This design comes from an exercise in tuning for small area on the open sky130 flow, not from production work.
The RTL was checked by simulation tests, not by an equivalence proof against the original design.
Power figures rest on the tool's default switching activity, not on a simulated workload.

== run A ==
## sbfc
module sbfc (
    input  wire        clk,
    input  wire        rst,           
    input  wire        host_wr,       
    input  wire        host_space,    
    input  wire [7:0]  host_addr,
    input  wire [15:0] host_wdata,
    output reg  [15:0] host_rdata,    
    output wire        busy,
    output wire        done,
    output wire        err,
    input  wire        link_open,
    output wire        tx_valid,
    output reg  [7:0]  tx_data,
    input  wire        tx_ready,
    output wire        tx_flush,
    input  wire        tx_flush_ack,
    input  wire        tx_err,
    output wire        rx_ready,
    input  wire        rx_valid,
    input  wire [7:0]  rx_data,
    input  wire        rx_err,
    input  wire        tick,
    output wire        pld_we,
    output wire [7:0]  pld_waddr,
    output wire [7:0]  pld_wdata
);
Size: ~0.012 mm^2 of cells after synthesis.
==> flow/config.mk <==
export PLATFORM = sky130hd
export DESIGN_NAME = sbfc
export DESIGN_NICKNAME = sbfc
export VERILOG_FILES = /design/flow/design.v
export SDC_FILE = /design/flow/constraint.sdc
export NUM_CORES = 4
export LEC_CHECK = 0
export CAP_MARGIN = 20
export CORE_MARGIN = 2
export CORE_UTILIZATION = 40
export PLACE_DENSITY = 0.6
export SLEW_MARGIN = 20
==> flow/constraint.sdc <==
create_clock -name core_clock -period 10.0 [get_ports {clk}]
set_input_delay 2.0000 -clock core_clock [delete_from_list [all_inputs] [get_ports {clk}]]
set_output_delay 2.0000 -clock core_clock [all_outputs]
set_load 0.01 [all_outputs]
standard.sh (not shown) runs the stock make flow with config.mk's settings and CLKGATE_MAP_FILE= SYNTH_SCRIPT=/design/flow/synth_recipe.tcl, a recipe that flattens the netlist after the stock synthesis.
==> flow/flow/run.sh <==
#!/bin/bash
# Standard ORFS layout with smaller port buffers and a leaner clock tree.
set -e
export BUFFER_PORTS_ARGS="-buffer_cell sky130_fd_sc_hd__buf_1"
export CTS_ARGS="-sink_clustering_enable -repair_clock_nets -dont_use_dummy_load -buf_list sky130_fd_sc_hd__clkbuf_16 -sink_clustering_size 30 -sink_clustering_max_diameter 100"
bash standard.sh > standard.log 2>&1
Inputs modified between run A and run B:
Settings: changing CORE_UTILIZATION from 40 to 60; changing PLACE_DENSITY from 0.6 to 0.75.
==> flow/flow/run.sh <==
#!/bin/bash
# Layout flow: the standard ORFS flow (standard.sh) with
#  - synthesis unchanged except for the ABC script that maps the
#    combinational logic (area-oriented: deepsyn + area mapping); the
#    registers are mapped by the standard synthesis before ABC runs,
#  - port buffers of the smallest buffer cell,
#  - a clock tree without dummy loads, built from clkbuf_8 clusters.
set -e
HERE=$(pwd)
FLOWDIR=$(cd "$(dirname "$0")" && pwd)

# synthesis with the ORFS scripts, only the ABC script replaced
rm -rf "$HERE/synth_scripts"
cp -r "$FLOW_HOME/scripts" "$HERE/synth_scripts"
cp "$FLOWDIR/abc_area_deep.script" "$HERE/synth_scripts/abc_speed.script"
SCRIPTS_DIR="$HERE/synth_scripts" bash standard.sh synth > "$HERE/synth.log" 2>&1

# the rest of the standard flow
export BUFFER_PORTS_ARGS="-buffer_cell sky130_fd_sc_hd__buf_1"
export CTS_ARGS="-sink_clustering_enable -repair_clock_nets -dont_use_dummy_load -buf_list sky130_fd_sc_hd__clkbuf_8 -sink_clustering_size 16 -sink_clustering_max_diameter 60"
bash standard.sh > "$HERE/layout.log" 2>&1
==> flow/flow/abc_area_deep.script (new file) <==
strash
&get -n
&deepsyn -T 60
&dch -f
&nf -a -R 1000 -E 10
&put
topo
### Flow results
Count of buffers not belonging to the clock network in the layout shrinks by a few percent when moving from run A to run B.
Worst setup slack after layout | run B above run A
Of run A and run B, run B shows the lower clock power share, with run A above it.
[run B] critical path depth fell 2 relative to run A
Internal power contribution: lower on run B
Re clock-buffer cell count: run B is 6 up on run A.
Per the comparison of run B with run A, die area shows a reduction of 0.012 mm^2; fraction of synthesis flops using an asynchronous set or reset pin shows no meaningful change; via count shows a reduction of 957; hold slack shows no meaningful change.
Of run A and run B, run A shows the higher fraction of power consumed by combinational cells, with run B below it.
The inputs of run C differ from those of run B as listed below.
Settings: swapping 60 for 40 in CORE_UTILIZATION; swapping 0.75 for 0.6 in PLACE_DENSITY.
==> notes.md <==
The final layout from run C, which completed every stage, passed the timing, DRC and antenna checks at the end of the flow.
In the tables for run C and run B, via count of the first global-routing pass reads lower with run C.
Side by side, placement-stage worst setup slack turned out lower in run C than in run B.
Run B → run C: detailed-route wire length per cell lower; total routing resource utilization after global routing lower.
Per the comparison of run C with run B, relative slew slack moved up, largest net degree at the start of global routing level.
The minimum clock period after layout reported for run C is greater than that of run B by 0.098 ns.
Relative to run B, run C improves largest vdd supply drop.

========
Another version of the RTL of sbfc (not shown whole).
Size in the first run: roughly 810 cells after synthesis, ~230 flip-flops, about 10000 um^2 of cells after synthesis.
Settings: LEC_CHECK=0, CAP_MARGIN=20, CORE_MARGIN=2, CORE_UTILIZATION=60, PLACE_DENSITY=0.75, SLEW_MARGIN=20; clock period 10.0 ns.
==> flow/flow/run.sh <==
#!/bin/bash
# Layout flow: the standard ORFS flow (standard.sh) with
#  - synthesis unchanged except for the ABC script that maps the
#    combinational logic (area-oriented: deepsyn + area mapping); the
#    registers are mapped by the standard synthesis before ABC runs,
#  - port buffers of the smallest buffer cell,
#  - a clock tree without dummy loads, built from clkbuf_8 clusters.
set -e
export GPL_KEEP_OVERFLOW=0
HERE=$(pwd)
FLOWDIR=$(cd "$(dirname "$0")" && pwd)

# synthesis with the ORFS scripts, only the ABC script replaced
rm -rf "$HERE/synth_scripts"
cp -r "$FLOW_HOME/scripts" "$HERE/synth_scripts"
cp "$FLOWDIR/abc_area_deep.script" "$HERE/synth_scripts/abc_speed.script"
SCRIPTS_DIR="$HERE/synth_scripts" bash standard.sh synth > "$HERE/synth.log" 2>&1

# the rest of the standard flow
export BUFFER_PORTS_ARGS="-buffer_cell sky130_fd_sc_hd__buf_1"
export CTS_ARGS="-sink_clustering_enable -repair_clock_nets -dont_use_dummy_load -buf_list {sky130_fd_sc_hd__clkbuf_4 sky130_fd_sc_hd__clkbuf_8} -sink_clustering_size 16 -sink_clustering_max_diameter 60"
bash standard.sh > "$HERE/layout.log" 2>&1
==> flow/flow/abc_area_deep.script <==
strash
&get -n
&deepsyn -T 60
&dch -f
&nf -a -R 1000 -E 10
&put
topo
The baseline passed the timing, DRC and antenna checks.
Rerun with:
--- a/flow/flow/run.sh
+++ b/flow/flow/run.sh
@@ -19,4 +19,4 @@
 # the rest of the standard flow
 export BUFFER_PORTS_ARGS="-buffer_cell sky130_fd_sc_hd__buf_1"
-export CTS_ARGS="-sink_clustering_enable -repair_clock_nets -dont_use_dummy_load -buf_list {sky130_fd_sc_hd__clkbuf_4 sky130_fd_sc_hd__clkbuf_8} -sink_clustering_size 16 -sink_clustering_max_diameter 60"
+export CTS_ARGS="-sink_clustering_enable -repair_clock_nets -dont_use_dummy_load -buf_list sky130_fd_sc_hd__clkbuf_8 -sink_clustering_size 20 -sink_clustering_max_diameter 40"
 bash standard.sh > "$HERE/layout.log" 2>&1
=>
- worst setup slack gets worse by 0.030 ns
- die area stays the same
- clock power increases by 25%

[separate check: timing with driven ports]
Ports are ideal in the flow. The routed layouts listed here were re-timed in OpenROAD. Step 1: set_driving_cell puts a clkbuf_16 on clk and a buf_2 on each other input, an assumption about the parent block. Step 2 times the ports against the registers' clock, not the clock port: input delays grow and output delays shrink by t, the midpoint of the rising clock arrivals with the driver on. Slacks: ideal ports / drivers / drivers and shift; pairs: ideal ports / drivers.
run	shift t [ns]	slack for setup (ns)	worst register clock-pin slew, ns
run A	0.523	3.272 / 3.247 / 3.247	0.12 / 0.12
run B	0.561	3.772 / 3.745 / 3.745	0.11 / 0.11
run C	0.564	3.674 / 3.626 / 3.626	0.10 / 0.10
the first run of note 2	0.547	3.549 / 3.523 / 3.523	0.10 / 0.10
the second run of note 2	0.605	3.519 / 3.491 / 3.491	0.09 / 0.09
After both steps every run listed still meets setup and hold. For run C, which loses most, drivers alone change the setup slack by -0.048 ns; drivers and shift together by -0.048 ns.
